Background: an optimization exercise with open tools, aiming at small area. Do not read the settings as production practice.
The RTL was checked by simulation tests, not by an equivalence proof against the original design.
No activity file was given, so power comes from the tool's default toggle rates.

**flow/config.mk**
```make
export PLATFORM = sky130hd
export DESIGN_NAME = servo_xcvr
export DESIGN_NICKNAME = servo_xcvr
export VERILOG_FILES = /design/flow/design.v
export SDC_FILE = /design/flow/constraint.sdc
export NUM_CORES = 4
export LEC_CHECK = 0
export CAP_MARGIN = 20
export CORE_MARGIN = 2
export CORE_UTILIZATION = 50
export SLEW_MARGIN = 20
```
**flow/flow/remap.ys.in**
```
# Re-map the combinational logic of the standard synthesis for area.
# Flip-flop and full-adder cells are kept as instances (keep_hierarchy), so every
# register keeps its instance name and cell type.
read_liberty -ignore_miss_func @LIB@
read_verilog @IN@
hierarchy -top servo_xcvr
setattr -mod -set keep_hierarchy 1 sky130_fd_sc_hd__*df* sky130_fd_sc_hd__fa_*
flatten
opt_clean
tee -o remap_stat_before.txt stat -liberty @LIB@
abc -liberty @LIB@ -dont_use *probe* -dont_use *lpflow* -script @ABC@
opt_clean -purge
setundef -zero
hilomap -singleton -hicell sky130_fd_sc_hd__conb_1 HI -locell sky130_fd_sc_hd__conb_1 LO
insbuf -buf sky130_fd_sc_hd__buf_4 A X
splitnets
opt_clean -purge
tee -o remap_stat_after.txt stat -liberty @LIB@
select servo_xcvr
write_verilog -noattr -nohex -nodec -selected @OUT@
```
**flow/constraint.sdc**
```tcl
create_clock -name core_clock -period 30.0 [get_ports {clk}]
set_input_delay 6.0000 -clock core_clock [delete_from_list [all_inputs] [get_ports {clk}]]
set_output_delay 6.0000 -clock core_clock [all_outputs]
set_load 0.01 [all_outputs]
```
**flow/design.v**
```verilog
module servo_xcvr (
    input  wire         clk,
    input  wire         rst,           
    input  wire         host_we,
    input  wire [5:0]   host_addr,
    input  wire [7:0]   host_wdata,
    output reg  [7:0]   host_rdata,
    output wire         tp_req,
    output wire         tp_op,         
    output reg  [4:0]   tp_len,        
    output wire [127:0] tp_wdata,      
    input  wire         tp_ack,
    input  wire         tp_err,
    input  wire [4:0]   tp_cnt,        
    input  wire [95:0]  tp_rdata,      
    input  wire [15:0]  now_ms
);
    localparam [2:0] S_IDLE   = 3'd0;
    localparam [2:0] S_SEND   = 3'd1;
    localparam [2:0] S_ECHO   = 3'd2;
    localparam [2:0] S_HEADER = 3'd3;
    localparam [2:0] S_BODY   = 3'd4;
    reg  [2:0]   state;
    reg          done, rejected, reply_exp;
    reg  [7:0]   result;
    reg  [7:0]   req_id, req_cmd, req_np;
    reg  [79:0]  req_p;
    reg  [3:0]   tx_L;           
    reg  [7:0]   tx_id, tx_cmd;  
    reg  [87:0]  tx_b;           
    reg  [7:0]   rxcnt;
    reg  [127:0] rxbuf;
    reg  [4:0]   echo_rem;
    reg  [4:0]   exp_len;
    reg  [15:0]  deadline;
    integer i;
    wire busy     = |state;
    wire tx_valid = |tx_L;
    wire [4:0] txlen = tx_valid ? {1'b0, tx_L} + 5'd3 : 5'd0;
    wire hw_ctrl   = host_we && host_addr == 6'h00;
    wire [1:0] op  = host_wdata[1:0];
    wire start     = hw_ctrl && op != 2'd0 && !busy;
    wire st_enc    = start && op[0];             
    wire st_dec    = start && op == 2'd2;
    wire st_tra    = start && op == 2'd3;
    wire step      = busy && tp_ack;
    wire in_send   = state == S_SEND;
    wire in_echo   = state == S_ECHO;
    wire in_hdr    = state == S_HEADER;
    wire in_body   = state == S_BODY;
    wire clr_rx = rst || st_tra;
    wire [3:0]  sh_x  = busy ? rxcnt[3:0] : host_addr[3:0];
    wire [1:0]  sh_hi = sh_x[3:2] - 2'd1;
    wire [95:0] sh_in = {tp_rdata[95:8], busy ? tp_rdata[7:0] : host_wdata};
    wire        s0z   = sh_x[0] && !clr_rx;
    wire        ns0z  = !sh_x[0] && !clr_rx;
    reg  [95:0] sb, sc, sd, se;
    always @* begin
        sb[7:0] = sh_in[7:0] & {8{ns0z}};
        for (i = 1; i < 12; i = i + 1)
            sb[8*i +: 8] = (sh_in[8*(i-1) +: 8] & {8{s0z}}) | (sh_in[8*i +: 8] & {8{ns0z}});
        sc = sb;
        for (i = 2; i < 12; i = i + 1)
            if (sh_x[1]) sc[8*i +: 8] = sb[8*(i-2) +: 8];
        sd = sc;
        for (i = 4; i < 12; i = i + 1)
            if (sh_hi[0]) sd[8*i +: 8] = sc[8*(i-4) +: 8];
        se = sd;
        for (i = 8; i < 12; i = i + 1)
            if (sh_hi[1]) se[8*i +: 8] = sd[8*(i-8) +: 8];
    end
    wire [127:0] sh_out = {se, sc[31:0]};
    wire [4:0] app_cnt = rxcnt[4:0] + tp_cnt;
    wire rd_step = step && !tp_err && (in_hdr || in_body);
    wire hw_rx   = host_we && host_addr[5:4] == 2'b11 && !busy;
    reg  [15:0] en_b;           
    always @* begin
        for (i = 0; i < 16; i = i + 1)
            en_b[i] = clr_rx ||
                      (hw_rx && host_addr[3:0] == i) ||
                      (rd_step && i >= rxcnt[4:0] && i < app_cnt);
    end
    reg  [127:0] app;           
    always @* begin
        for (i = 0; i < 16; i = i + 1)
            app[8*i +: 8] = en_b[i] ? sh_out[8*i +: 8] : rxbuf[8*i +: 8];
    end
    wire resync = rd_step && in_hdr && app_cnt >= 5'd2 &&
                  !(app[7:0] == 8'h55 && app[15:8] == 8'h55);
    wire [31:0]  rs_lo   = resync ? {8'd0, app[31:8]} : app[31:0];
    wire [4:0]   rs_cnt  = resync ? app_cnt - 5'd1 : app_cnt;
    wire [127:0] rx_next = {app[127:32], rs_lo};
    wire [3:0] enc_n  = req_np[3:0];
    wire [3:0] enc_L  = enc_n + 4'd3;
    wire       enc_fail = req_np > 8'd10 || req_id == 8'd255;
    wire [7:0] rx_L   = rxbuf[31:24];
    wire       use_enc = !busy && host_wdata[0];
    reg  [111:0] ck;            
    always @* begin
        for (i = 2; i < 16; i = i + 1) begin
            if (use_enc) begin
                case (i)
                    2: ck[8*(i-2) +: 8] = req_id;
                    3: ck[8*(i-2) +: 8] = {4'd0, enc_L};
                    4: ck[8*(i-2) +: 8] = req_cmd;
                    15: ck[8*(i-2) +: 8] = 8'd0;
                    default: ck[8*(i-2) +: 8] = (i - 5 < enc_n) ? req_p[8*(i-5) +: 8] : 8'd0;
                endcase
            end else begin
                ck[8*(i-2) +: 8] = (i <= rx_L + 2) ? app[8*i +: 8] : 8'd0;
            end
        end
    end
    wire [7:0] csum;
    wire t1 = ck[0] ^ ck[8] ^ ck[16];
    wire t2 = (ck[0] & ck[8]) | (ck[0] & ck[16]) | (ck[8] & ck[16]);
    wire t3 = ck[24] ^ ck[32] ^ ck[40];
    wire t4 = (ck[24] & ck[32]) | (ck[24] & ck[40]) | (ck[32] & ck[40]);
    wire t5 = ck[48] ^ ck[56] ^ ck[64];
    wire t6 = (ck[48] & ck[56]) | (ck[48] & ck[64]) | (ck[56] & ck[64]);
    wire t7 = ck[72] ^ ck[80] ^ ck[88];
    wire t8 = (ck[72] & ck[80]) | (ck[72] & ck[88]) | (ck[80] & ck[88]);
    wire t9 = ck[1] ^ ck[9] ^ ck[17];
    wire t10 = (ck[1] & ck[9]) | (ck[1] & ck[17]) | (ck[9] & ck[17]);
    wire t11 = ck[25] ^ ck[33] ^ ck[41];
    wire t12 = (ck[25] & ck[33]) | (ck[25] & ck[41]) | (ck[33] & ck[41]);
    wire t13 = ck[49] ^ ck[57] ^ ck[65];
    wire t14 = (ck[49] & ck[57]) | (ck[49] & ck[65]) | (ck[57] & ck[65]);
    wire t15 = ck[73] ^ ck[81] ^ ck[89];
    wire t16 = (ck[73] & ck[81]) | (ck[73] & ck[89]) | (ck[81] & ck[89]);
    wire t17 = ck[2] ^ ck[10] ^ ck[18];
    wire t18 = (ck[2] & ck[10]) | (ck[2] & ck[18]) | (ck[10] & ck[18]);
    wire t19 = ck[26] ^ ck[34] ^ ck[42];
    wire t20 = (ck[26] & ck[34]) | (ck[26] & ck[42]) | (ck[34] & ck[42]);
    wire t21 = ck[50] ^ ck[58] ^ ck[66];
    wire t22 = (ck[50] & ck[58]) | (ck[50] & ck[66]) | (ck[58] & ck[66]);
    wire t23 = ck[74] ^ ck[82] ^ ck[90];
    wire t24 = (ck[74] & ck[82]) | (ck[74] & ck[90]) | (ck[82] & ck[90]);
    wire t25 = ck[3] ^ ck[11] ^ ck[19];
    wire t26 = (ck[3] & ck[11]) | (ck[3] & ck[19]) | (ck[11] & ck[19]);
    wire t27 = ck[27] ^ ck[35] ^ ck[43];
    wire t28 = (ck[27] & ck[35]) | (ck[27] & ck[43]) | (ck[35] & ck[43]);
    wire t29 = ck[51] ^ ck[59] ^ ck[67];
    wire t30 = (ck[51] & ck[59]) | (ck[51] & ck[67]) | (ck[59] & ck[67]);
    wire t31 = ck[75] ^ ck[83] ^ ck[91];
    wire t32 = (ck[75] & ck[83]) | (ck[75] & ck[91]) | (ck[83] & ck[91]);
    wire t33 = ck[4] ^ ck[12] ^ ck[20];
    wire t34 = (ck[4] & ck[12]) | (ck[4] & ck[20]) | (ck[12] & ck[20]);
    wire t35 = ck[28] ^ ck[36] ^ ck[44];
    wire t36 = (ck[28] & ck[36]) | (ck[28] & ck[44]) | (ck[36] & ck[44]);
    wire t37 = ck[52] ^ ck[60] ^ ck[68];
    wire t38 = (ck[52] & ck[60]) | (ck[52] & ck[68]) | (ck[60] & ck[68]);
    wire t39 = ck[76] ^ ck[84] ^ ck[92];
    wire t40 = (ck[76] & ck[84]) | (ck[76] & ck[92]) | (ck[84] & ck[92]);
    wire t41 = ck[5] ^ ck[13] ^ ck[21];
    wire t42 = (ck[5] & ck[13]) | (ck[5] & ck[21]) | (ck[13] & ck[21]);
    wire t43 = ck[29] ^ ck[37] ^ ck[45];
    wire t44 = (ck[29] & ck[37]) | (ck[29] & ck[45]) | (ck[37] & ck[45]);
    wire t45 = ck[53] ^ ck[61] ^ ck[69];
    wire t46 = (ck[53] & ck[61]) | (ck[53] & ck[69]) | (ck[61] & ck[69]);
    wire t47 = ck[77] ^ ck[85] ^ ck[93];
    wire t48 = (ck[77] & ck[85]) | (ck[77] & ck[93]) | (ck[85] & ck[93]);
    wire t49 = ck[6] ^ ck[14] ^ ck[22];
    wire t50 = (ck[6] & ck[14]) | (ck[6] & ck[22]) | (ck[14] & ck[22]);
    wire t51 = ck[30] ^ ck[38] ^ ck[46];
    wire t52 = (ck[30] & ck[38]) | (ck[30] & ck[46]) | (ck[38] & ck[46]);
    wire t53 = ck[54] ^ ck[62] ^ ck[70];
    wire t54 = (ck[54] & ck[62]) | (ck[54] & ck[70]) | (ck[62] & ck[70]);
    wire t55 = ck[78] ^ ck[86] ^ ck[94];
    wire t56 = (ck[78] & ck[86]) | (ck[78] & ck[94]) | (ck[86] & ck[94]);
    wire t57 = ck[7] ^ ck[15] ^ ck[23];
    wire t58 = ck[31] ^ ck[39] ^ ck[47];
    wire t59 = ck[55] ^ ck[63] ^ ck[71];
    wire t60 = ck[79] ^ ck[87] ^ ck[95];
    wire t61 = t1 ^ t3 ^ t5;
    wire t62 = (t1 & t3) | (t1 & t5) | (t3 & t5);
    wire t63 = t7 ^ ck[96] ^ ck[104];
    wire t64 = (t7 & ck[96]) | (t7 & ck[104]) | (ck[96] & ck[104]);
    wire t65 = t2 ^ t4 ^ t6;
    wire t66 = (t2 & t4) | (t2 & t6) | (t4 & t6);
    wire t67 = t8 ^ t9 ^ t11;
    wire t68 = (t8 & t9) | (t8 & t11) | (t9 & t11);
    wire t69 = t13 ^ t15 ^ ck[97];
    wire t70 = (t13 & t15) | (t13 & ck[97]) | (t15 & ck[97]);
    wire t71 = t10 ^ t12 ^ t14;
    wire t72 = (t10 & t12) | (t10 & t14) | (t12 & t14);
    wire t73 = t16 ^ t17 ^ t19;
    wire t74 = (t16 & t17) | (t16 & t19) | (t17 & t19);
    wire t75 = t21 ^ t23 ^ ck[98];
    wire t76 = (t21 & t23) | (t21 & ck[98]) | (t23 & ck[98]);
    wire t77 = t18 ^ t20 ^ t22;
    wire t78 = (t18 & t20) | (t18 & t22) | (t20 & t22);
    wire t79 = t24 ^ t25 ^ t27;
    wire t80 = (t24 & t25) | (t24 & t27) | (t25 & t27);
    wire t81 = t29 ^ t31 ^ ck[99];
    wire t82 = (t29 & t31) | (t29 & ck[99]) | (t31 & ck[99]);
    wire t83 = t26 ^ t28 ^ t30;
    wire t84 = (t26 & t28) | (t26 & t30) | (t28 & t30);
    wire t85 = t32 ^ t33 ^ t35;
    wire t86 = (t32 & t33) | (t32 & t35) | (t33 & t35);
    wire t87 = t37 ^ t39 ^ ck[100];
    wire t88 = (t37 & t39) | (t37 & ck[100]) | (t39 & ck[100]);
    wire t89 = t34 ^ t36 ^ t38;
    wire t90 = (t34 & t36) | (t34 & t38) | (t36 & t38);
    wire t91 = t40 ^ t41 ^ t43;
    wire t92 = (t40 & t41) | (t40 & t43) | (t41 & t43);
    wire t93 = t45 ^ t47 ^ ck[101];
    wire t94 = (t45 & t47) | (t45 & ck[101]) | (t47 & ck[101]);
    wire t95 = t42 ^ t44 ^ t46;
    wire t96 = (t42 & t44) | (t42 & t46) | (t44 & t46);
    wire t97 = t48 ^ t49 ^ t51;
    wire t98 = (t48 & t49) | (t48 & t51) | (t49 & t51);
    wire t99 = t53 ^ t55 ^ ck[102];
    wire t100 = (t53 & t55) | (t53 & ck[102]) | (t55 & ck[102]);
    wire t101 = t50 ^ t52 ^ t54;
    wire t102 = t56 ^ t57 ^ t58;
    wire t103 = t59 ^ t60 ^ ck[103];
    wire t104 = t62 ^ t64 ^ t65;
    wire t105 = (t62 & t64) | (t62 & t65) | (t64 & t65);
    wire t106 = t67 ^ t69 ^ ck[105];
    wire t107 = (t67 & t69) | (t67 & ck[105]) | (t69 & ck[105]);
    wire t108 = t66 ^ t68 ^ t70;
    wire t109 = (t66 & t68) | (t66 & t70) | (t68 & t70);
    wire t110 = t71 ^ t73 ^ t75;
    wire t111 = (t71 & t73) | (t71 & t75) | (t73 & t75);
    wire t112 = t72 ^ t74 ^ t76;
    wire t113 = (t72 & t74) | (t72 & t76) | (t74 & t76);
    wire t114 = t77 ^ t79 ^ t81;
    wire t115 = (t77 & t79) | (t77 & t81) | (t79 & t81);
    wire t116 = t78 ^ t80 ^ t82;
    wire t117 = (t78 & t80) | (t78 & t82) | (t80 & t82);
    wire t118 = t83 ^ t85 ^ t87;
    wire t119 = (t83 & t85) | (t83 & t87) | (t85 & t87);
    wire t120 = t84 ^ t86 ^ t88;
    wire t121 = (t84 & t86) | (t84 & t88) | (t86 & t88);
    wire t122 = t89 ^ t91 ^ t93;
    wire t123 = (t89 & t91) | (t89 & t93) | (t91 & t93);
    wire t124 = t90 ^ t92 ^ t94;
    wire t125 = (t90 & t92) | (t90 & t94) | (t92 & t94);
    wire t126 = t95 ^ t97 ^ t99;
    wire t127 = (t95 & t97) | (t95 & t99) | (t97 & t99);
    wire t128 = t96 ^ t98 ^ t100;
    wire t129 = t101 ^ t102 ^ t103;
    wire t130 = t105 ^ t107 ^ t108;
    wire t131 = (t105 & t107) | (t105 & t108) | (t107 & t108);
    wire t132 = t109 ^ t111 ^ t112;
    wire t133 = (t109 & t111) | (t109 & t112) | (t111 & t112);
    wire t134 = t113 ^ t115 ^ t116;
    wire t135 = (t113 & t115) | (t113 & t116) | (t115 & t116);
    wire t136 = t117 ^ t119 ^ t120;
    wire t137 = (t117 & t119) | (t117 & t120) | (t119 & t120);
    wire t138 = t121 ^ t123 ^ t124;
    wire t139 = (t121 & t123) | (t121 & t124) | (t123 & t124);
    wire t140 = t125 ^ t127 ^ t128;
    wire t141 = t130 ^ t110 ^ ck[106];
    wire t142 = (t130 & t110) | (t130 & ck[106]) | (t110 & ck[106]);
    wire t143 = t131 ^ t132 ^ t114;
    wire t144 = (t131 & t132) | (t131 & t114) | (t132 & t114);
    wire t145 = t133 ^ t134 ^ t118;
    wire t146 = (t133 & t134) | (t133 & t118) | (t134 & t118);
    wire t147 = t135 ^ t136 ^ t122;
    wire t148 = (t135 & t136) | (t135 & t122) | (t136 & t122);
    wire t149 = t137 ^ t138 ^ t126;
    wire t150 = (t137 & t138) | (t137 & t126) | (t138 & t126);
    wire t151 = t139 ^ t140 ^ t129;
    wire t152 = t142 ^ t143 ^ ck[107];
    wire t153 = (t142 & t143) | (t142 & ck[107]) | (t143 & ck[107]);
    wire t154 = t144 ^ t145 ^ ck[108];
    wire t155 = (t144 & t145) | (t144 & ck[108]) | (t145 & ck[108]);
    wire t156 = t146 ^ t147 ^ ck[109];
    wire t157 = (t146 & t147) | (t146 & ck[109]) | (t147 & ck[109]);
    wire t158 = t148 ^ t149 ^ ck[110];
    wire t159 = (t148 & t149) | (t148 & ck[110]) | (t149 & ck[110]);
    wire t160 = t150 ^ t151 ^ ck[111];
    wire t161 = t61 ^ t63;
    wire t162 = t61 & t63;
    wire t163 = t104 ^ t106 ^ t162;
    wire t164 = (t104 & t106) | (t104 & t162) | (t106 & t162);
    wire t165 = t141 ^ t164;
    wire t166 = t141 & t164;
    wire t167 = t152 ^ t166;
    wire t168 = t152 & t166;
    wire t169 = t153 ^ t154 ^ t168;
    wire t170 = (t153 & t154) | (t153 & t168) | (t154 & t168);
    wire t171 = t155 ^ t156 ^ t170;
    wire t172 = (t155 & t156) | (t155 & t170) | (t156 & t170);
    wire t173 = t157 ^ t158 ^ t172;
    wire t174 = (t157 & t158) | (t157 & t172) | (t158 & t172);
    wire t175 = t159 ^ t160 ^ t174;
    assign csum = {t175, t173, t171, t169, t167, t165, t163, t161};
    wire [7:0] enc_cks = ~csum;
    wire       sum_ok  = csum == 8'hFF;
    reg  [7:0] dec_res;
    reg  [4:0] dec_explen;
    always @* begin
        dec_explen = 5'd0;
        if (rxcnt > 8'd16)                                   dec_res = 8'h37;
        else if (rxcnt < 8'd2)                               dec_res = 8'h25;
        else if (rxbuf[7:0] != 8'h55 || rxbuf[15:8] != 8'h55) dec_res = 8'h15;
        else if (rxcnt < 8'd4)                               dec_res = 8'h25;
        else if (rx_L < 8'd3)                                dec_res = 8'h35;
        else if (rx_L > 8'd13)                               dec_res = 8'h06;
        else begin
            dec_explen = rx_L[4:0] + 5'd3;
            if (rxcnt[4:0] < rx_L[4:0] + 5'd3)               dec_res = 8'h45;
            else if (!sum_ok)                                dec_res = 8'h04;
            else                                             dec_res = 8'h00;
        end
    end
    wire [15:0] now_minus_dl = now_ms - deadline;
    wire        expired      = ~now_minus_dl[15];
    wire [4:0]  echo_left    = echo_rem - tp_cnt;
    wire [7:0]  hdr_L        = rs_lo[31:24];
    assign tp_req   = busy;
    assign tp_op    = !in_send;
    assign tp_wdata = {tx_b, tx_cmd, 4'd0, tx_L, tx_id, 16'h5555};
    always @* begin
        case (state)
            S_SEND:   tp_len = txlen;
            S_ECHO:   tp_len = echo_rem;
            S_HEADER: tp_len = 5'd4 - rxcnt[4:0];
            default:  tp_len = exp_len - rxcnt[4:0];
        endcase
    end
    reg [7:0] tx_rd;
    always @* begin
        case (host_addr[3:0])
            4'd0, 4'd1: tx_rd = 8'h55;
            4'd2:       tx_rd = tx_id;
            4'd3:       tx_rd = {4'd0, tx_L};
            4'd4:       tx_rd = tx_cmd;
            default:    tx_rd = tx_b[8*(host_addr[3:0] - 4'd5) +: 8];
        endcase
        if (!tx_valid) tx_rd = 8'h00;
    end
    always @* begin
        host_rdata = 8'h00;
        case (host_addr[5:4])
            2'd0: case (host_addr[3:0])
                4'h1: host_rdata = {4'b0000, reply_exp, rejected, done, busy};
                4'h2: host_rdata = result;
                4'h3: host_rdata = {5'b00000, state};
                4'h4: host_rdata = req_id;
                4'h5: host_rdata = req_cmd;
                4'h6: host_rdata = req_np;
                4'h7: host_rdata = {3'd0, txlen};
                4'h8: host_rdata = rxcnt;
                4'h9: host_rdata = {3'd0, echo_rem};
                4'hA: host_rdata = {3'd0, exp_len};
                default: host_rdata = 8'h00;
            endcase
            2'd1: if (host_addr[3:0] <= 4'd9)
                      host_rdata = req_p[8*host_addr[3:0] +: 8];
            2'd2: host_rdata = tx_rd;
            2'd3: host_rdata = rxbuf[8*host_addr[3:0] +: 8];
        endcase
    end
    reg [87:0] tx_frame;
    always @* begin
        for (i = 5; i < 16; i = i + 1)
            if (i - 5 < enc_n)
                tx_frame[8*(i-5) +: 8] = req_p[8*(i-5) +: 8];
            else if (i - 5 == enc_n)
                tx_frame[8*(i-5) +: 8] = enc_cks;
            else
                tx_frame[8*(i-5) +: 8] = 8'd0;
    end
    always @(posedge clk) begin
        if (st_enc) begin
            tx_id  <= req_id;
            tx_cmd <= req_cmd;
        end
        if (st_enc)
            tx_b <= tx_frame;
    end
    wire [7:0] wd_r = host_wdata & {8{~rst}};
    wire       hw_r = host_we || rst;
    always @(posedge clk) begin
        if (hw_r && (rst || host_addr == 6'h04)) req_id  <= wd_r;
        if (hw_r && (rst || host_addr == 6'h05)) req_cmd <= wd_r;
        if (hw_r && (rst || host_addr == 6'h06)) req_np  <= wd_r;
        for (i = 0; i < 10; i = i + 1)
            if (hw_r && (rst || host_addr == 6'h10 + i)) req_p[8*i +: 8] <= wd_r;
    end
    always @(posedge clk)
        rxbuf <= rx_next;
    always @(posedge clk) begin
        if (step && in_echo && !tp_err && (echo_left == 5'd0 || tp_cnt == 5'd0))
            deadline <= now_ms + 16'd50;
        else if (step && in_hdr && !tp_err && rs_cnt == 5'd4)
            deadline <= now_ms + 16'd60;
    end
    task complete(input [7:0] res);
        begin
            result <= res;
            done   <= 1'b1;
            state  <= S_IDLE;
        end
    endtask
    always @(posedge clk) begin
        if (rst) begin
            state     <= S_IDLE;
            done      <= 1'b0;
            rejected  <= 1'b0;
            reply_exp <= 1'b0;
            result    <= 8'd0;
            tx_L      <= 4'd0;
            rxcnt     <= 8'd0;
            echo_rem  <= 5'd0;
            exp_len   <= 5'd0;
        end else begin
            if (host_we) begin
                case (host_addr)
                    6'h00: if (op != 2'd0 && busy) rejected <= 1'b1;
                    6'h08: if (!busy) rxcnt <= host_wdata;
                    default: ;
                endcase
            end
            if (start) begin
                done      <= 1'b0;
                rejected  <= 1'b0;
                reply_exp <= 1'b0;
                result    <= 8'd0;
                if (op[0]) begin
                    tx_L <= enc_fail ? 4'd0 : enc_L;
                end
                if (op == 2'd2) begin
                    exp_len <= dec_explen;
                    complete(dec_res);
                end else if (enc_fail) begin
                    if (op == 2'd3) begin
                        rxcnt    <= 8'd0;
                        echo_rem <= 5'd0;
                        exp_len  <= 5'd0;
                    end
                    complete({req_np > 8'd10 ? 4'd1 : 4'd2, 4'd7});
                end else if (op == 2'd1) begin
                    complete(8'h00);
                end else begin
                    rxcnt     <= 8'd0;
                    echo_rem  <= 5'd0;
                    exp_len   <= 5'd0;
                    reply_exp <= host_wdata[2] && req_id != 8'd254;
                    state     <= S_SEND;
                end
            end
            if (step) begin
                case (state)
                    S_SEND: begin
                        if (tp_err)
                            complete(8'h11);
                        else if (tp_cnt != txlen)
                            complete(8'h21);
                        else if (!reply_exp)
                            complete(8'h00);
                        else begin
                            echo_rem <= txlen;
                            state    <= S_ECHO;
                        end
                    end
                    S_ECHO: begin
                        if (tp_err)
                            complete(8'h31);
                        else begin
                            echo_rem <= echo_left;
                            if (echo_left == 5'd0 || tp_cnt == 5'd0)
                                state <= S_HEADER;
                        end
                    end
                    S_HEADER: begin
                        if (tp_err)
                            complete(8'h41);
                        else begin
                            rxcnt <= {3'd0, rs_cnt};
                            if (rs_cnt == 5'd4) begin
                                if (hdr_L < 8'd3)
                                    complete(8'h35);
                                else if (hdr_L > 8'd13)
                                    complete(8'h06);
                                else begin
                                    exp_len <= hdr_L[4:0] + 5'd3;
                                    state   <= S_BODY;
                                end
                            end else if (expired)
                                complete(8'h02);
                        end
                    end
                    S_BODY: begin
                        if (tp_err)
                            complete(8'h51);
                        else begin
                            rxcnt <= {3'd0, app_cnt};
                            if (app_cnt == exp_len)
                                complete(sum_ok ? 8'h00 : 8'h04);
                            else if (expired)
                                complete(8'h03);
                        end
                    end
                    default: ;
                endcase
            end
        end
    end
endmodule
```
**flow/standard.sh**
```bash
#!/bin/bash
# synth_recipe.tcl (not shown) runs the flow's synth.tcl, then flattens the netlist and writes it again
# the make line also repeats each setting of config.mk as NAME=value (left out here)
make -C /OpenROAD-flow-scripts/flow DESIGN_CONFIG=/design/flow/config.mk WORK_HOME=/design/flow/orfs CLKGATE_MAP_FILE= SYNTH_SCRIPT=/design/flow/synth_recipe.tcl "${@:-finish}"
```
**flow/flow/abc_area.script**
```
strash; dc2; &get -n; &deepsyn -T 60; &put; dch -f; amap; mfs2; strash; dc2; dch -f; amap; mfs2; strash; dc2; dch -f; amap
```
**flow/flow/run.sh**
```bash
#!/bin/bash
# Layout flow: the standard synthesis, then an area-oriented re-mapping of
# its combinational logic (registers kept as they are: same instances, names
# and cells), then the standard ORFS steps from floorplan to finish.
# Port buffers use the smallest buffer cell; CTS uses clkbuf_4 in clusters of at most 7 sinks, without
# dummy loads.
set -euo pipefail
export BUFFER_PORTS_ARGS="-buffer_cell sky130_fd_sc_hd__buf_1"
export CTS_ARGS="-sink_clustering_enable -repair_clock_nets -buf_list sky130_fd_sc_hd__clkbuf_4 -sink_clustering_size 7 -sink_clustering_max_diameter 40 -dont_use_dummy_load"

R=$PWD/orfs/results/$FLOW_PLATFORM/servo_xcvr/base
LIB=$FLOW_HOME/platforms/$FLOW_PLATFORM/lib/sky130_fd_sc_hd__tt_025C_1v80.lib

bash standard.sh synth > standard_synth.log 2>&1
cp $R/1_2_yosys.v $PWD/std_synth.v

sed -e "s#@LIB@#$LIB#g" -e "s#@IN@#$PWD/std_synth.v#g" -e "s#@OUT@#$PWD/remap.v#g" -e "s#@ABC@#$PWD/flow/abc_area.script#g" \
    flow/remap.ys.in > remap.ys
yosys -l remap.log -q remap.ys > remap.stdout 2>&1

cp $PWD/remap.v $R/1_2_yosys.v
rm -f $R/1_synth.odb $R/1_synth.sdc
bash standard.sh synth > standard_synth2.log 2>&1
bash standard.sh > standard.log 2>&1
```
==> flow_summary.json, run 1 <==
{
  "status": "timing/DRC/antenna clean",
  "setup_ws_ns": 11.26,
  "grt_pass1_vias": 26004,
  "gp_congestion": 1.13,
  "slowest_delay_ns": 1.05,
  "coreArea_mm2": 0.0479,
  "slew_headroom_pct": 3.48,
  "start_util_pct": 50.8,
  "r2r_start": "state[0]",
  "path_max_fanout": 28,
  "cts_tree": "done",
  "r2r_cells": 50,
  "ir_worst_vdd_v": 0.000848,
  "first_pass_iters": 10,
  "period_share_pct": 62.5,
  "cts_buffer_depth": 3,
  "cp.required_ns": 30.74,
  "hp-class": "flop to flop",
  "hold_path_depth": 2,
  "fin_tns_setup_ns": 0,
  "rsz0062_at_grt": "false",
  "place_hpwl_um": 107000,
  "vias": 28411,
  "reg2reg_slack_ns": 15.94,
  "fillers": 4481,
  "dp_slack_ns": 11.18,
  "worstMarginPinSlew_ns": 1.43,
  "max_cap_viol_count": 0,
  "grt-ovfl-total": 0,
  "synth_area_mm2": 0.0243,
  "ios": 279,
  "design_area_mm2": 0.0266,
  "p_leak_nw": 8.72,
  "syn_inst": 2829,
  "place_area_mm2": 0.0260,
  "worstSetupPathType": "input pin to flop",
  "clkLatencyLatePin_ns": 0.92,
  "grt_pass1_wl_um": 191000,
  "regToRegEndpoint": "result[2]",
  "syn_avg_cell_area_um2": 8.60,
  "cts_buffers": 76,
  "final_nets": 3373,
  "htree_levels": 3,
  "port_buffers": 258,
  "final-setup-viol-count": 0,
  "antenna_found_initial": 10,
  "ctsHoldBuffers": 0,
  "drt_drc_violations_left": 0,
  "rows": 80,
  "clk_root_buffer_cell": "clkbuf_4",
  "route.antenna.remaining_nets": 0,
  "maxSlewViolCount": 0,
  "postCtsSetupRepairBufs": 0,
  "hold_path_startpoint": "result[3]",
  "grt.total_usage_pct": 53.9,
  "clkTransAtPathRegs_ns": 0.08,
  "viasPerCell": 7.52,
  "wl_um": 140000,
  "fp.dieH_um": 225,
  "startpoint": "host_addr[0]",
  "crit_arrival_ns": 19.48,
  "grt_max_degree": 71,
  "min_period_ns": 18.74,
  "crit_path_top_delay_cell": "nor2_1",
  "syn2layout_area_growth_pct": 9.44,
  "chipWidth_um": 225,
  "fmax_ghz": 0.0534,
  "drive_gt1_share_pct": 6.21,
  "start_kind": "input pin",
  "hold_end": "result[3]",
  "yosysWarnings": 2,
  "fp.dieArea_mm2": 0.0505,
  "endpoint_kind": "flop",
  "power_density_mw_per_mm2": 121,
  "routedWlPerCell_um": 36.9,
  "skew_ns": 0.120,
  "crit_top_cell": "fa_1",
  "dr.first_iter.drc_count": 6092,
  "clkSinkCount": 388,
  "hold_viol_final": 0,
  "post_cts_resized": 0
}
==> state kept, by name (all words and copies together), names as in the netlist <==
signal,count
deadline,16
done,1
echo_rem,5
exp_len,5
rejected,1
reply_exp,1
req_cmd,8
req_id,8
req_np,8
req_p,80
result,8
rxbuf,128
rxcnt,8
state,3
tx_L,4
tx_b,88
tx_cmd,8
tx_id,8
==> cells in the final DEF, fill, tap and decap left out, types with 17 or more instances in the layout <==
master,n
clkinv_1,462
nor2_1,380
o22ai_1,266
buf_1,258
edfxtp_1,224
nand2_1,190
o21ai_0,182
dfxtp_1,164
a21oi_1,145
buf_4,100
fa_1,81
clkbuf_4,77
a222oi_1,52
o221ai_1,51
nor3_1,51
a221oi_1,49
nand3_1,38
a22oi_1,31
a211oi_1,31
a31oi_1,30
conb_1,20
a2111oi_0,18
or2_0,17
o22a_1,17
==> worst max path at each step <==
| stage | endpoint | slack (ns) | cells past startpoint |
|---|---|---|---|
| floorplan | result[2] | 7.77 | 42 |
| global placement | result[2] | 11.19 | 42 |
| detailed placement | result[2] | 11.18 | 44 |
| CTS | result[2] | 12.03 | 44 |
| global route | result[2] | 11.18 | 44 |
| finish | result[2] | 11.26 | 44 |
==> power by group <==
group	internal [mW]	switching [mW]	leakage [nW]
Sequential	0.626	0.0300	3.45
Clock	0.115	0.205	0.350
Combinational	0.589	1.65	4.92
==> critical path, delay by kind of cell <==
| family | cells | cell delay (ns) |
|---|---|---|
| adders and majority gates | 9 | 3.89 |
| buffers and inverters | 10 | 3.44 |
| AOI/OAI and AO/OA | 12 | 3.10 |
| and+or+nand+nor | 13 | 2.97 |
==> final cells by class <==
| type | count | area [um2] | area share, % |
|---|---|---|---|
| antenna | 11 | 27.5 | 0.103 |
| clock buffer | 76 | 571 | 2.14 |
| inverter | 462 | 1730 | 6.51 |
| multi-input combinational | 1869 | 11800 | 44.3 |
| sequential | 388 | 10000 | 37.6 |
| tap | 615 | 769 | 2.89 |
| timing repair buffer | 359 | 1730 | 6.48 |
==> routing by layer <==
metal	global-route usage, %	part of all wire [%]	routed length [um]
met4	44.9	11	15000
met1	66.6	34	47300
met2	73.0	38	53500
met5	0	0.029	40
met3	22.4	17	23800
==> through the flow <==
stage	total power [mW]	std cells	util [%]	hold slack, ns
final	3.22	3780	55.6	0.448
after global routing	3.30	3771	55.5	0.466
after CTS	3.08	3767	55.4	0.447
after detailed placement	2.77	3691	54.2	0.436
after global placement	2.77	3691	54.2	0.434
after floorplan	1.82	2847	-	0.402
==> inputs of run 2 (changes only) <==
--- a/flow/flow/run.sh
+++ b/flow/flow/run.sh
@@ -8,2 +8,3 @@
 export BUFFER_PORTS_ARGS="-buffer_cell sky130_fd_sc_hd__buf_1"
+export REMOVE_ABC_BUFFERS=1
 export CTS_ARGS="-sink_clustering_enable -repair_clock_nets -buf_list sky130_fd_sc_hd__clkbuf_4 -sink_clustering_size 7 -sink_clustering_max_diameter 40 -dont_use_dummy_load"
--- a/flow/config.mk
+++ b/flow/config.mk
@@ -10,2 +10,3 @@
 export CORE_UTILIZATION = 50
+export GPL_TIMING_DRIVEN = 0
 export SLEW_MARGIN = 20
==> flow_summary.json, run 2 <==
{
  "fin_tns_setup_ns": 0,
  "antenna_found_initial": 4,
  "grt-ovfl-total": 0,
  "p_total_mw": 3.21,
  "slowest_delay_ns": 0.94,
  "max_cap_viol_count": 0,
  "gp_congestion": 1.12,
  "largest_registers": "rxbuf: 128 flops, tx_b: 88 flops, req_p: 80 flops",
  "clkLatencyLatePin_ns": 0.89,
  "htree_levels": 3,
  "top_register": "rxbuf",
  "viasPerCell": 7.36,
  "maxSlewViolCount": 0,
  "hp-class": "flop to flop",
  "dr.first_iter.drc_count": 5194,
  "rsz0062_at_grt": "false",
  "ctsHoldBuffers": 0,
  "cp.required_ns": 30.75,
  "synth_area_mm2": 0.0243,
  "largest_register_ffs": 128,
  "clkTransAtPathRegs_ns": 0.08,
  "ios": 279,
  "final-setup-viol-count": 0,
  "p_leak_nw": 8.54,
  "crit_path_top_delay_cell": "clkinv_1",
  "first_pass_iters": 10,
  "routedWlPerCell_um": 35.6,
  "fin_util_pct": 55.4,
  "drive_gt1_share_pct": 5.43,
  "syn_inst": 2829,
  "wl_um": 132000,
  "design_area_mm2": 0.0266,
  "vias": 27304,
  "syn2layout_area_growth_pct": 9.21,
  "grt_pass1_vias": 25196,
  "final_nets": 3312,
  "dp.cells": 3632,
  "cts_buffers": 76,
  "layout_common_cells": "clkinv_1, nor2_1, o22ai_1, buf_1, edfxtp_1",
  "start_kind": "input pin",
  "fin_cells": 3712,
  "place_area_mm2": 0.0260,
  "critPathTopFamily": "compound AO/OA/AOI/OAI gates",
  "cts_tree": "done",
  "postCtsSetupRepairBufs": 0,
  "route.antenna.remaining_nets": 0,
  "holdWs_ns": 0.418,
  "endpoint_kind": "flop",
  "start_util_pct": 50.8,
  "yosysWarnings": 2,
  "clk_root_buffer_cell": "clkbuf_4",
  "place_hpwl_um": 103000,
  "clkSinkCount": 388,
  "chipWidth_um": 225,
  "grt_pass1_wl_um": 183000,
  "power_density_mw_per_mm2": 121,
  "path_max_fanout": 26,
  "layout.cells.most_common": "clkinv_1",
  "crit_top_cell": "fa_1",
  "min_period_ns": 20.46,
  "fp.dieArea_mm2": 0.0505,
  "coreArea_mm2": 0.0479,
  "skew_ns": 0.122,
  "worstSetupPathType": "input pin to flop",
  "hold_viol_final": 0,
  "fp.dieH_um": 225,
  "period_share_pct": 68.2,
  "fmax_ghz": 0.0489,
  "port_buffers": 258,
  "crit_arrival_ns": 21.21,
  "slew_headroom_pct": 9.81,
  "ir_worst_vdd_v": 0.000648,
  "grt_max_degree": 38,
  "grt.total_usage_pct": 51.5,
  "drt_drc_violations_left": 0,
  "syn_avg_cell_area_um2": 8.60,
  "rows": 80,
  "cts_buffer_depth": 3,
  "fillers": 4540,
  "setup_ws_ns": 9.54,
  "post_cts_resized": 0,
  "dp_slack_ns": 9.61,
  "status": "timing/DRC/antenna clean",
  "crit_buf_inv": 10,
  "worstMarginPinSlew_ns": 1.35
}
run 2: power breakdown:
group / leakage [nW] / switching, mW / internal (mW)
logic: 4.75 / 1.64 / 0.597
clock network: 0.350 / 0.203 / 0.115
registers: 3.45 / 0.0307 / 0.626
run 2: worst reg2reg max path, delay by kind of cell (launching register included):
kind            cells  cell delay [ns]
buf+inv            10             3.76
flops               1             0.41
simple gates       14             3.86
compound gates     13             4.01
fa+ha+maj           9             4.15
run 2: layout make-up:
cell class	instances	area [um2]	area share (%)
Sequential cell	388	10000	37.7
Multi-Input combinational cell	1869	11900	44.9
Inverter	462	1740	6.55
Timing Repair Buffer	298	1560	5.85
Clock buffer	76	571	2.15
Antenna cell	4	10.0	0.0377
Tap cell	615	769	2.89
run 2: layer usage:
layer | GRT usage [%] | part of all wire, % | up-vias
met5 | 0 | 0.0068 | -
met4 | 37.4 | 9.5 | 2
met3 | 18.8 | 16 | 674
met2 | 72.6 | 40 | 2856
met1 | 65.0 | 35 | 12819
li1 | - | - | 10953
run 2: worst paths after layout:
kind          endpoint         start  slack, ns  depth (start not counted)
max          result[2]  host_addr[0]       9.54                         45
min          tx_cmd[0]    req_cmd[0]       0.42                          0
max reg2reg  result[2]      state[0]      13.76                         46
min reg2reg  tx_cmd[0]    req_cmd[0]       0.42                          0
==> inputs of run 3 (changes only) <==
--- a/flow/flow/run.sh
+++ b/flow/flow/run.sh
@@ -4,3 +4,3 @@
 # and cells), then the standard ORFS steps from floorplan to finish.
-# Port buffers use the smallest buffer cell; CTS uses clkbuf_4 in clusters of at most 7 sinks, without
+# Port buffers use the smallest buffer cell; CTS uses clkbuf_4 without
 # dummy loads.
@@ -8,4 +8,3 @@
 export BUFFER_PORTS_ARGS="-buffer_cell sky130_fd_sc_hd__buf_1"
-export REMOVE_ABC_BUFFERS=1
-export CTS_ARGS="-sink_clustering_enable -repair_clock_nets -buf_list sky130_fd_sc_hd__clkbuf_4 -sink_clustering_size 7 -sink_clustering_max_diameter 40 -dont_use_dummy_load"
+export CTS_ARGS="-sink_clustering_enable -repair_clock_nets -buf_list sky130_fd_sc_hd__clkbuf_4 -dont_use_dummy_load"
 
==> flow/flow/abc_area.script (replaced) <==
strash; &get -n; &deepsyn -T 60; &put; dch -f; amap; mfs2; strash; dc2; dch -f; amap
--- a/flow/config.mk
+++ b/flow/config.mk
@@ -9,4 +9,3 @@
 export CORE_MARGIN = 2
-export CORE_UTILIZATION = 50
-export GPL_TIMING_DRIVEN = 0
+export CORE_UTILIZATION = 40
 export SLEW_MARGIN = 20
==> flow_summary.json, run 3 <==
{
  "status": "timing/DRC/antenna clean",
  "crit_path_top_delay_cell": "o221ai_1",
  "htree_levels": 3,
  "ios": 279,
  "first_pass_iters": 6,
  "start_kind": "input pin",
  "chipWidth_um": 252,
  "top_register": "rxbuf",
  "fin_tns_setup_ns": 0,
  "max_cap_viol_count": 0,
  "fin_util_pct": 45.0,
  "p_leak_nw": 8.93,
  "layout_common_cells": "clkinv_1, nor2_1, o22ai_1, buf_1, edfxtp_1",
  "final-setup-viol-count": 0,
  "layout.cells.most_common": "clkinv_1",
  "clk_root_buffer_cell": "clkbuf_4",
  "hp-class": "flop to flop",
  "cp.required_ns": 30.80,
  "regToRegEndpoint": "result[2]",
  "dr.first_iter.drc_count": 4896,
  "startpoint": "host_addr[3]",
  "antenna_found_initial": 8,
  "power_density_mw_per_mm2": 114,
  "r2r_start": "state[0]",
  "crit_arrival_ns": 18.56,
  "fp.dieH_um": 252,
  "yosysWarnings": 2,
  "syn_inst": 2885,
  "viasPerCell": 6.86,
  "worstSetupPathType": "input pin to flop",
  "rsz0062_at_grt": "false",
  "fin_cells": 4027,
  "start_util_pct": 40.6,
  "period_share_pct": 59.2,
  "syn_avg_cell_area_um2": 8.50,
  "route.antenna.remaining_nets": 0,
  "path_max_fanout": 12,
  "drt_drc_violations_left": 0,
  "gp_congestion": 1.08,
  "port_buffers": 258,
  "largest_registers": "rxbuf: 128 flops, tx_b: 88 flops, req_p: 80 flops",
  "worstMarginPinSlew_ns": 1.42,
  "reg2reg_slack_ns": 17.09,
  "synth_area_mm2": 0.0245,
  "hold_path_depth": 2,
  "fmax_ghz": 0.0563,
  "syn2layout_area_growth_pct": 11.0,
  "final_nets": 3461,
  "postCtsSetupRepairBufs": 0,
  "maxSlewViolCount": 0,
  "post_cts_resized": 0,
  "clkTransAtPathRegs_ns": 0.06,
  "skew_ns": 0.143,
  "ctsHoldBuffers": 0,
  "cts_buffers": 107,
  "slew_headroom_pct": 4.58,
  "place_hpwl_um": 119000,
  "fp.dieArea_mm2": 0.0633,
  "wl_um": 150000,
  "endpoint_kind": "flop",
  "grt_pass1_vias": 26100,
  "cts_tree": "done",
  "grt-ovfl-total": 0,
  "largest_register_ffs": 128,
  "clkSinkCount": 388,
  "grt_pass1_wl_um": 204000,
  "hold_end": "result[3]",
  "grt_max_degree": 56,
  "vias": 27629,
  "hold_path_startpoint": "result[3]",
  "rows": 90,
  "drive_gt1_share_pct": 6.88,
  "slowest_delay_ns": 1.17,
  "r2r_cells": 41,
  "clkLatencyLatePin_ns": 0.94,
  "cts_buffer_depth": 3,
  "ir_worst_vdd_v": 0.000732,
  "grt.total_usage_pct": 46.1,
  "routedWlPerCell_um": 37.2,
  "min_period_ns": 17.76,
  "hold_viol_final": 0,
  "coreArea_mm2": 0.0605,
  "dp.cells": 3916
}
run 3: worst max path at each step:
| stage | end | slack, ns | depth (start not counted) |
|---|---|---|---|
| 2_1_floorplan | result[2] | 12.27 | 35 |
| 3_3_place_gp | result[2] | 12.02 | 44 |
| 3_5_place_dp | result[2] | 11.98 | 40 |
| 4_1_cts | tx_b[31] | 12.97 | 38 |
| 5_1_grt | tx_b[31] | 12.24 | 38 |
| 6_report | result[2] | 12.24 | 40 |
run 3: where the power goes:
| part | switching (mW) | internal (mW) | total, mW |
|---|---|---|---|
| sequential | 0.0237 | 0.615 | 0.638 |
| combinational | 1.54 | 0.544 | 2.08 |
| clock | 0.215 | 0.160 | 0.375 |
| total | 1.77 | 1.32 | 3.09 |
run 3: layout make-up:
type | instances | area (um2)
fill | 6135 | 33200
multi-input combinational | 1906 | 11900
sequential | 388 | 10000
inverter | 481 | 1810
timing repair buffer | 360 | 1730
tap | 782 | 978
clock buffer | 107 | 803
antenna | 3 | 7.51
run 3: metal layers:
layer / vias to the layer above / track usage, % / part of all wire [%]
met2: 2521 / 67.2 / 41
met1: 13300 / 60.2 / 38
met4: 2 / 28.7 / 7.9
met3: 592 / 13.2 / 13
met5: - / 0.927 / 0.0087
li1: 11214 / - / -
run 3: critical path: cells and delay by family:
kind | cells | cell delay [ns]
adders and majority gates | 9 | 4.24
buffers and inverters | 8 | 2.91
AOI/OAI and AO/OA | 12 | 2.89
and+or+nand+nor | 9 | 2.07
xor gates and xnor gates | 2 | 0.42
run 3: metrics by stage:
step | power, mW | instance area, um2 | setup WS [ns] | hold WS, ns
4_1_cts | 3.00 | 27200 | 12.97 | 0.428
5_1_grt | 3.12 | 27200 | 12.24 | 0.444
3_5_place_dp | 2.62 | 26400 | 11.98 | 0.418
3_3_place_gp | 2.63 | 26400 | 12.02 | 0.411
6_report | 3.09 | 27200 | 12.24 | 0.427
2_1_floorplan | 1.62 | 24600 | 12.27 | 0.403
==> inputs of run 4 (changes only) <==
--- a/flow/design.v
+++ b/flow/design.v
@@ -87,4 +87,4 @@
     end
-    wire resync = rd_step && in_hdr && app_cnt >= 5'd2 &&
-                  !(app[7:0] == 8'h55 && app[15:8] == 8'h55);
+    wire hdr_ok = app[7:0] == 8'h55 && app[15:8] == 8'h55;
+    wire resync = rd_step && in_hdr && app_cnt >= 5'd2 && !hdr_ok;
     wire [31:0]  rs_lo   = resync ? {8'd0, app[31:8]} : app[31:0];
@@ -95,3 +95,3 @@
     wire       enc_fail = req_np > 8'd10 || req_id == 8'd255;
-    wire [7:0] rx_L   = rxbuf[31:24];
+    wire [7:0] rx_L   = app[31:24];    
     wire       use_enc = !busy && host_wdata[0];
@@ -292,2 +292,5 @@
     wire       sum_ok  = csum == 8'hFF;
+    wire       L_lo = rx_L < 8'd3;
+    wire       L_hi = rx_L > 8'd13;
+    wire [4:0] explen_L = rx_L[4:0] + 5'd3;
     reg  [7:0] dec_res;
@@ -298,9 +301,9 @@
         else if (rxcnt < 8'd2)                               dec_res = 8'h25;
-        else if (rxbuf[7:0] != 8'h55 || rxbuf[15:8] != 8'h55) dec_res = 8'h15;
+        else if (!hdr_ok)                                    dec_res = 8'h15;
         else if (rxcnt < 8'd4)                               dec_res = 8'h25;
-        else if (rx_L < 8'd3)                                dec_res = 8'h35;
-        else if (rx_L > 8'd13)                               dec_res = 8'h06;
+        else if (L_lo)                                       dec_res = 8'h35;
+        else if (L_hi)                                       dec_res = 8'h06;
         else begin
-            dec_explen = rx_L[4:0] + 5'd3;
-            if (rxcnt[4:0] < rx_L[4:0] + 5'd3)               dec_res = 8'h45;
+            dec_explen = explen_L;
+            if (rxcnt[4:0] < explen_L)                       dec_res = 8'h45;
             else if (!sum_ok)                                dec_res = 8'h04;
@@ -312,3 +315,3 @@
     wire [4:0]  echo_left    = echo_rem - tp_cnt;
-    wire [7:0]  hdr_L        = rs_lo[31:24];
+    wire [7:0]  hdr_L        = rx_L;
     assign tp_req   = busy;
@@ -475,8 +478,8 @@
                             if (rs_cnt == 5'd4) begin
-                                if (hdr_L < 8'd3)
+                                if (L_lo)
                                     complete(8'h35);
-                                else if (hdr_L > 8'd13)
+                                else if (L_hi)
                                     complete(8'h06);
                                 else begin
-                                    exp_len <= hdr_L[4:0] + 5'd3;
+                                    exp_len <= explen_L;
                                     state   <= S_BODY;
--- a/flow/flow/run.sh
+++ b/flow/flow/run.sh
@@ -4,3 +4,3 @@
 # and cells), then the standard ORFS steps from floorplan to finish.
-# Port buffers use the smallest buffer cell; CTS uses clkbuf_4 without
+# Port buffers use the smallest buffer cell; CTS uses clkbuf_4 in clusters of at most 7 sinks, without
 # dummy loads.
@@ -8,3 +8,4 @@
 export BUFFER_PORTS_ARGS="-buffer_cell sky130_fd_sc_hd__buf_1"
-export CTS_ARGS="-sink_clustering_enable -repair_clock_nets -buf_list sky130_fd_sc_hd__clkbuf_4 -dont_use_dummy_load"
+export REMOVE_ABC_BUFFERS=1
+export CTS_ARGS="-sink_clustering_enable -repair_clock_nets -buf_list sky130_fd_sc_hd__clkbuf_4 -sink_clustering_size 7 -sink_clustering_max_diameter 40 -dont_use_dummy_load"
 
==> flow/flow/abc_area.script (replaced) <==
strash; dc2; &get -n; &deepsyn -T 60; &put; dch -f; amap; mfs2; strash; dc2; dch -f; amap; mfs2; strash; dc2; dch -f; amap
--- a/flow/config.mk
+++ b/flow/config.mk
@@ -9,3 +9,4 @@
 export CORE_MARGIN = 2
-export CORE_UTILIZATION = 40
+export CORE_UTILIZATION = 50
+export GPL_TIMING_DRIVEN = 0
 export SLEW_MARGIN = 20
==> flow_summary.json, run 4 <==
{
  "status": "timing/DRC/antenna clean",
  "slowest_delay_ns": 1.04,
  "crit_top_cell": "fa_1",
  "maxSlewViolCount": 0,
  "cts_buffers": 77,
  "routedWlPerCell_um": 36.2,
  "syn2layout_area_growth_pct": 9.29,
  "syn_inst": 2806,
  "grt_max_degree": 94,
  "chipWidth_um": 223,
  "endpoint_kind": "flop",
  "sw_frac_of_total_pct": 57.2,
  "post_cts_resized": 0,
  "rows": 80,
  "antenna_found_initial": 14,
  "layout.cells.most_common": "nor2_1",
  "yosysWarnings": 2,
  "fmax_ghz": 0.0448,
  "p_seq_share_pct": 23.1,
  "combPwrFrac_pct": 65.5,
  "coreArea_mm2": 0.0476,
  "viasPerCell": 7.37,
  "drt_drc_violations_left": 0,
  "p_total_mw": 2.82,
  "first_pass_iters": 9,
  "ios": 279,
  "grt_pass1_vias": 25553,
  "start_util_pct": 50.5,
  "grt.total_usage_pct": 52.5,
  "setup_ws_ns": 7.70,
  "route.antenna.remaining_nets": 0,
  "fillers": 4528,
  "slew_headroom_pct": 6.94,
  "clkSinkCount": 388,
  "clkLatencyLatePin_ns": 0.95,
  "crit_path_top_delay_cell": "o21ai_0",
  "p_leak_nw": 8.54,
  "path_max_fanout": 93,
  "htree_levels": 3,
  "clkTransAtPathRegs_ns": 0.07,
  "ir_worst_vdd_v": 0.000451,
  "p_int_mw": 1.21,
  "crit_arrival_ns": 23.08,
  "vias": 27312,
  "power_density_mw_per_mm2": 107,
  "period_share_pct": 74.3,
  "start_kind": "input pin",
  "skew_ns": 0.133,
  "hold_viol_final": 0,
  "power_frac_clock_pct": 11.5,
  "cts_buffer_depth": 3,
  "cts_tree": "done",
  "port_buffers": 258,
  "synth_area_mm2": 0.0241,
  "grt_pass1_wl_um": 185000,
  "cp.required_ns": 30.78,
  "final_nets": 3303,
  "drive_gt1_share_pct": 5.84,
  "dr.first_iter.drc_count": 5659,
  "worstSetupPathType": "input pin to flop",
  "fin_util_pct": 55.2,
  "hp-class": "flop to flop",
  "gp_congestion": 1.08,
  "rsz0062_at_grt": "false",
  "max_cap_viol_count": 0,
  "top_register": "rxbuf",
  "clk_root_buffer_cell": "clkbuf_4",
  "largest_register_ffs": 128,
  "crit_buf_inv": 9,
  "fp.dieH_um": 223,
  "fp.dieArea_mm2": 0.0499,
  "dp_slack_ns": 7.28,
  "fin_tns_setup_ns": 0,
  "syn_avg_cell_area_um2": 8.58,
  "final-setup-viol-count": 0,
  "seq_area_mm2": 0.0100,
  "place_hpwl_um": 104000,
  "min_period_ns": 22.30,
  "place_area_mm2": 0.0257,
  "largest_registers": "rxbuf: 128 flops, tx_b: 88 flops, req_p: 80 flops",
  "ctsHoldBuffers": 0,
  "grt-ovfl-total": 0,
  "postCtsSetupRepairBufs": 0,
  "wl_um": 134000,
  "critPathTopFamily": "simple AND/OR/NAND/NOR gates",
  "design_area_mm2": 0.0263,
  "layout_common_cells": "nor2_1, clkinv_1, buf_1, nand2_1, o21ai_0",
  "switchingPower_mw": 1.61,
  "worstMarginPinSlew_ns": 1.38,
  "multi_input_area_mm2": 0.0120
}
## run 4: per-stage QoR
stage	cells	hold slack (ns)
after floorplan	2696	0.400
after global placement	3569	0.415
after detailed placement	3621	0.417
after CTS	3698	0.422
after global routing	3702	0.438
final	3705	0.426
## run 4: area by class of cell
type / instances / area share [%]
sequential: 388 / 38.0
inverter: 378 / 5.44
clock buffer: 77 / 2.20
multi-input combinational: 1930 / 45.5
timing repair buffer: 311 / 5.88
tap: 615 / 2.92
antenna: 6 / 0.0571
## run 4: power by group through the flow
stage	sequential, mW	clock [mW]	combinational (mW)
final	0.650	0.324	1.85
after global routing	0.652	0.336	1.88
after CTS	0.648	0.314	1.72
after detailed placement	0.660	0	1.72
after global placement	0.660	0	1.67
after floorplan	0.650	0	0.942
## run 4: final timing paths
kind / depth (start not counted) / slack, ns / end / startpoint
worst max-delay path: 45 / 7.70 / result[2] / host_wdata[0]
worst min-delay path: 2 / 0.43 / result[7] / result[7]
worst max register to register: 48 / 11.45 / result[2] / state[0]
worst min register to register: 2 / 0.43 / result[7] / result[7]
## run 4: metal layers
metal / track usage [%] / vias up / wire length (um) / part of all wire (%)
li1: - / 10852 / - / -
met1: 64.9 / 12847 / 45800 / 34
met2: 74.2 / 2870 / 53800 / 40
met3: 22.7 / 735 / 22800 / 17
met4: 34.9 / 8 / 11700 / 8.7
met5: 0 / - / 51 / 0.038
## run 4: tightest hold or removal path, cell delays in order, from the launching register on
cell and delay (ns):
dfxtp_1 0.29, clkinv_1 0.05, nor2_1 0.04
==> inputs of run 5 (changes only) <==
--- a/flow/design.v
+++ b/flow/design.v
@@ -109,3 +109,3 @@
             end else begin
-                ck[8*(i-2) +: 8] = (i <= rx_L + 2) ? app[8*i +: 8] : 8'd0;
+                ck[8*(i-2) +: 8] = (i < 5 || i <= rx_L[3:0] + 5'd2) ? app[8*i +: 8] : 8'd0;
             end
--- a/flow/flow/remap.ys.in
+++ b/flow/flow/remap.ys.in
@@ -10,3 +10,3 @@
 tee -o remap_stat_before.txt stat -liberty @LIB@
-abc -liberty @LIB@ -dont_use *probe* -dont_use *lpflow* -script @ABC@
+abc -liberty @LIB@ -dont_use *probe* -dont_use *lpflow* -script @ABC@ servo_xcvr
 opt_clean -purge
==> flow_summary.json, run 5 <==
{
  "status": "timing/DRC/antenna clean",
  "clkLatencyLatePin_ns": 0.87,
  "hold_viol_final": 0,
  "grt-ovfl-total": 0,
  "slowest_delay_ns": 0.83,
  "htree_levels": 3,
  "fin_cells": 3678,
  "rsz0062_at_grt": "false",
  "skew_ns": 0.129,
  "clkTransAtPathRegs_ns": 0.08,
  "clk_root_buffer_cell": "clkbuf_4",
  "startpoint": "host_addr[1]",
  "reg2reg_slack_ns": 13.68,
  "ir_worst_vdd_v": 0.000157,
  "route.antenna.remaining_nets": 0,
  "period_share_pct": 66.2,
  "place_hpwl_um": 99700,
  "start_kind": "input pin",
  "largest_registers": "rxbuf: 128 flops, tx_b: 88 flops, req_p: 80 flops",
  "fp.dieH_um": 224,
  "met2WireLength_um": 50800,
  "grt_pass1_vias": 24848,
  "worstMarginPinSlew_ns": 1.33,
  "worstSetupPathType": "input pin to flop",
  "grt_max_degree": 66,
  "layout_common_cells": "clkinv_1, nor2_1, buf_1, o22ai_1, edfxtp_1",
  "final-setup-viol-count": 0,
  "gp_congestion": 1.09,
  "first_pass_iters": 10,
  "crit_path_top_delay_cell": "o21ai_1",
  "vias": 26888,
  "fmax_ghz": 0.0503,
  "antenna_found_initial": 9,
  "max_cap_viol_count": 0,
  "viasPerCell": 7.31,
  "wl_met3_um": 21400,
  "final_nets": 3278,
  "drive_gt1_share_pct": 5.39,
  "hold_path_startpoint": "rejected",
  "crit_path_end": "result[2]",
  "holdWs_ns": 0.490,
  "wl_met1_um": 44500,
  "crit_arrival_ns": 20.55,
  "chipWidth_um": 224,
  "slew_headroom_pct": 11.2,
  "dp.cells": 3599,
  "regToRegEndpoint": "result[2]",
  "coreArea_mm2": 0.0477,
  "r2r_cells": 37,
  "post_cts_resized": 0,
  "fillers": 4593,
  "syn_inst": 2802,
  "path_max_fanout": 41,
  "synth_area_mm2": 0.0242,
  "largest_register_ffs": 128,
  "min_period_ns": 19.87,
  "drt_drc_violations_left": 0,
  "layout.cells.most_common": "clkinv_1",
  "fin_tns_setup_ns": 0,
  "ios": 279,
  "cts_buffers": 74,
  "r2r_start": "state[0]",
  "cts_buffer_depth": 3,
  "rows": 80,
  "p_leak_nw": 8.39,
  "syn2layout_area_growth_pct": 8.74,
  "clkSinkCount": 388,
  "top_layer": "met5",
  "ctsHoldBuffers": 0,
  "postCtsSetupRepairBufs": 0,
  "crit_top_cell": "nor2_1",
  "grt_pass1_wl_um": 178000,
  "grt.total_usage_pct": 50.0,
  "p_total_mw": 1.85,
  "power_density_mw_per_mm2": 70.4,
  "endpoint_kind": "flop",
  "dr.first_iter.drc_count": 5627,
  "wl_um": 129000,
  "port_buffers": 258,
  "syn_avg_cell_area_um2": 8.63,
  "routedWlPerCell_um": 35.0,
  "fp.dieArea_mm2": 0.0502,
  "maxSlewViolCount": 0,
  "yosysWarnings": 2,
  "hp-class": "flop to flop",
  "start_util_pct": 50.7,
  "cp.required_ns": 30.68,
  "cts_tree": "done",
  "top_register": "rxbuf"
}
run 5: how the worst min path moves through the flow:
stage	to	cells after the start
3_3_place_gp	rejected	2
2_1_floorplan	rejected	2
4_1_cts	rejected	2
3_5_place_dp	rejected	2
6_report	rejected	2
5_1_grt	rxbuf[61]	2
run 5: final cells by class:
type	instances	area (um2)	area share [%]
antenna	4	10.0	0.0381
clock buffer	74	556	2.11
inverter	434	1640	6.24
multi-input combinational	1870	11900	45.2
sequential	388	10000	38.1
tap	615	769	2.93
timing repair buffer	293	1430	5.42
run 5: report_power, final:
| group | internal [mW] | switching [mW] | leakage [nW] |
|---|---|---|---|
| combinational | 0.250 | 0.658 | 4.61 |
| clock | 0.112 | 0.197 | 0.340 |
| sequential | 0.608 | 0.0254 | 3.44 |
| total | 0.970 | 0.880 | 8.39 |
run 5: routing by layer:
metal,GRT usage (%),up-vias
met4,36.9,8
met1,62.7,12517
met3,19.1,691
met5,0,-
li1,-,10861
met2,70.1,2811
run 5: stage by stage:
step                      worst slack, ns  instance area [um2]  utilization, %
after global placement               1.01                25000            52.4
after detailed placement             9.89                25700            53.8
after floorplan                     10.61                23300               -
after global routing                10.08                26300            55.1
after CTS                           10.74                26300            55.0
final                               10.13                26300            55.1
run 5: critical path, delay by kind of cell:
kind,cells,cell delay (ns)
AND/OR/NAND/NOR,18,5.37
buffers and inverters,7,1.88
AO/OA/AOI/OAI,9,2.77
adder cells (fa/ha/maj),9,4.44
==> inputs of run 6 (changes only) <==
--- a/flow/design.v
+++ b/flow/design.v
@@ -343,3 +343,3 @@
                 4'h1: host_rdata = {4'b0000, reply_exp, rejected, done, busy};
-                4'h2: host_rdata = result;
+                4'h2: host_rdata = {1'b0, result[6:4], 1'b0, result[2:0]};   
                 4'h3: host_rdata = {5'b00000, state};
--- a/flow/flow/run.sh
+++ b/flow/flow/run.sh
@@ -1,7 +1,11 @@
 #!/bin/bash
-# Layout flow: the standard synthesis, then an area-oriented re-mapping of
-# its combinational logic (registers kept as they are: same instances, names
-# and cells), then the standard ORFS steps from floorplan to finish.
-# Port buffers use the smallest buffer cell; CTS uses clkbuf_4 in clusters of at most 7 sinks, without
-# dummy loads.
+# Layout flow: the standard synthesis (bash standard.sh synth), then an
+# area-oriented re-mapping of its combinational logic with Yosys/ABC
+# (flow/remap.ys.in, flow/abc_area.script). Flip-flop and full-adder cells
+# are kept as they are (same instances, names and cells). Then the standard
+# ORFS steps from floorplan to finish, with:
+#  - port buffers made of the smallest buffer cell (buf_1),
+#  - the synthesis buffers removed at floorplan (REMOVE_ABC_BUFFERS),
+#  - CTS with clkbuf_4 in clusters of at most 7 sinks, without dummy loads.
+# Each tool's output goes to its own log file in this folder.
 set -euo pipefail
==> flow/flow/abc_area.script (replaced) <==
strash; dc2; &get -n; &deepsyn -T 120; &put; dch -f; amap; mfs2; strash; dc2; dch -f; amap; mfs2; strash; dc2; dch -f; amap
==> flow_summary.json, run 6 <==
{
  "cp.required_ns": 30.74,
  "drive_gt1_share_pct": 5.58,
  "period_share_pct": 68.7,
  "clk_root_buffer_cell": "clkbuf_4",
  "reg2reg_slack_ns": 13.14,
  "crit_path_top_delay_cell": "clkinv_1",
  "worstMarginPinSlew_ns": 1.42,
  "port_buffers": 258,
  "layout_common_cells": "nor2_1, clkinv_1, buf_1, o21ai_0, o22ai_1",
  "crit_arrival_ns": 21.35,
  "fmax_ghz": 0.0485,
  "viasPerCell": 7.35,
  "start_kind": "input pin",
  "clkLatencyLatePin_ns": 0.92,
  "coreArea_mm2": 0.0477,
  "status": "timing/DRC/antenna clean",
  "power_density_mw_per_mm2": 89.8,
  "p_total_mw": 2.37,
  "clkTransAtPathRegs_ns": 0.08,
  "first_pass_iters": 11,
  "post_cts_resized": 0,
  "rsz0062_at_grt": "false",
  "yosysWarnings": 2,
  "chipWidth_um": 224,
  "worstSetupPathType": "input pin to flop",
  "vias": 27251,
  "start_util_pct": 50.6,
  "max_cap_viol_count": 0,
  "htree_levels": 3,
  "antenna_found_initial": 5,
  "p_leak_nw": 8.48,
  "syn_inst": 2826,
  "rows": 80,
  "holdWs_ns": 0.465,
  "gp_congestion": 1.13,
  "cts_tree": "done",
  "crit_top_cell": "fa_1",
  "largest_registers": "rxbuf: 128 flops, tx_b: 88 flops, req_p: 80 flops",
  "maxSlewViolCount": 0,
  "clkSinkCount": 386,
  "fin_tns_setup_ns": 0,
  "grt_max_degree": 100,
  "cts_buffer_depth": 3,
  "ir_worst_vdd_v": 0.000297,
  "slowest_delay_ns": 1.20,
  "top_register": "rxbuf",
  "final-setup-viol-count": 0,
  "path_max_fanout": 16,
  "endpoint_kind": "flop",
  "synth_area_mm2": 0.0242,
  "slew_headroom_pct": 5.28,
  "route.antenna.remaining_nets": 0,
  "fp.dieH_um": 224,
  "hold_viol_final": 0,
  "cts_buffers": 75,
  "postCtsSetupRepairBufs": 0,
  "place_hpwl_um": 102000,
  "wl_um": 133000,
  "grt.total_usage_pct": 51.8,
  "fp.dieArea_mm2": 0.0501,
  "ios": 279,
  "min_period_ns": 20.62,
  "ctsHoldBuffers": 0,
  "syn2layout_area_growth_pct": 8.97,
  "grt_pass1_vias": 24700,
  "grt_pass1_wl_um": 182000,
  "routedWlPerCell_um": 35.8,
  "hp-class": "flop to flop",
  "final_nets": 3304,
  "grt-ovfl-total": 0,
  "layout.cells.most_common": "nor2_1",
  "skew_ns": 0.148,
  "drt_drc_violations_left": 0,
  "dr.first_iter.drc_count": 5786,
  "largest_register_ffs": 128,
  "syn_avg_cell_area_um2": 8.55
}
## run 6: final timing paths
check | cells past startpoint | from | end
max | 37 | host_addr[2] | result[2]
min | 2 | rejected | rejected
max reg2reg | 46 | state[1] | result[2]
min reg2reg | 2 | rejected | rejected
## run 6: final cells by class
type / count / area [um2]
fillers: 4526 / 21400
flip-flops and latches: 386 / 9970
clock buffers: 75 / 563
well taps: 615 / 769
diodes: 7 / 17.5
repair buffers: 294 / 1440
multi-input cells: 1942 / 12100
inverters: 388 / 1470
## run 6: report_power, final
group	switching, mW	total, mW	internal, mW
Clock	0.202	0.316	0.114
Combinational	1.07	1.41	0.341
Sequential	0.0256	0.637	0.612
Total	1.30	2.37	1.07
## run 6: critical path: cells and delay by family
family                     cells  cell delay [ns]
AOI/OAI and AO/OA             12             3.96
buffers and inverters          8             4.00
and+or+nand+nor                7             2.88
xor gates and xnor gates       1             0.20
adders and majority gates      9             4.21
## run 6: per-layer routing
metal,GRT usage (%),share of wire [%],vias to the layer above
met2,71.2,39,2995
met1,65.9,35,12661
met3,20.8,17,680
met4,36.6,9.3,4
met5,0.0978,0.026,-
li1,-,-,10911
## run 6: through the flow
| stage | utilization [%] | worst slack [ns] | cells | instance area [um2] |
|---|---|---|---|---|
| finish | 55.2 | 9.38 | 3707 | 26300 |
| detailed placement | 53.9 | 9.10 | 3625 | 25700 |
| global route | 55.1 | 9.28 | 3702 | 26300 |
| CTS | 55.1 | 9.95 | 3700 | 26300 |
| floorplan | - | 10.87 | 2716 | 23300 |
| global placement | 52.4 | 1.25 | 3589 | 25000 |

-- port drivers added, routing unchanged --
How much do the figures lean on ideal ports? The routed layouts below were timed once more, with nothing changed but the port constraints. Step 1: set_driving_cell puts a clkbuf_16 on clk and a buf_2 on each other input, an assumption about the parent block. Step 2 also shifts input and output timing later by t, the mid clock arrival at the registers, as if the neighbouring blocks saw the same clock. Slacks: ideal / step 1 / step 2; pairs: ideal / step 1.
run | shift t [ns] | slack for setup (ns) | worst setup path after step 2 | clock arrival spread, ns | slew at the worst register clock pin (ns)
run 1 | 0.919 | 11.265 / 11.294 / 10.375 | input to register | 0.121 / 0.120 | 0.10 / 0.10
run 2 | 0.886 | 9.535 / 9.558 / 8.672 | input to register | 0.123 / 0.122 | 0.10 / 0.10
run 3 | 0.926 | 12.245 / 12.174 / 11.247 | input to register | 0.145 / 0.145 | 0.08 / 0.08
run 4 | 0.938 | 7.695 / 7.732 / 6.793 | input to register | 0.134 / 0.133 | 0.10 / 0.10
run 5 | 0.866 | 10.130 / 10.168 / 9.302 | input to register | 0.130 / 0.130 | 0.10 / 0.10
run 6 | 0.911 | 9.383 / 9.407 / 8.496 | input to register | 0.148 / 0.149 | 0.09 / 0.09
After both steps setup and hold are still met in every run listed. The setup slack of run 3, which loses most, moves by -0.071 ns with the drivers and by -0.998 ns with both steps.
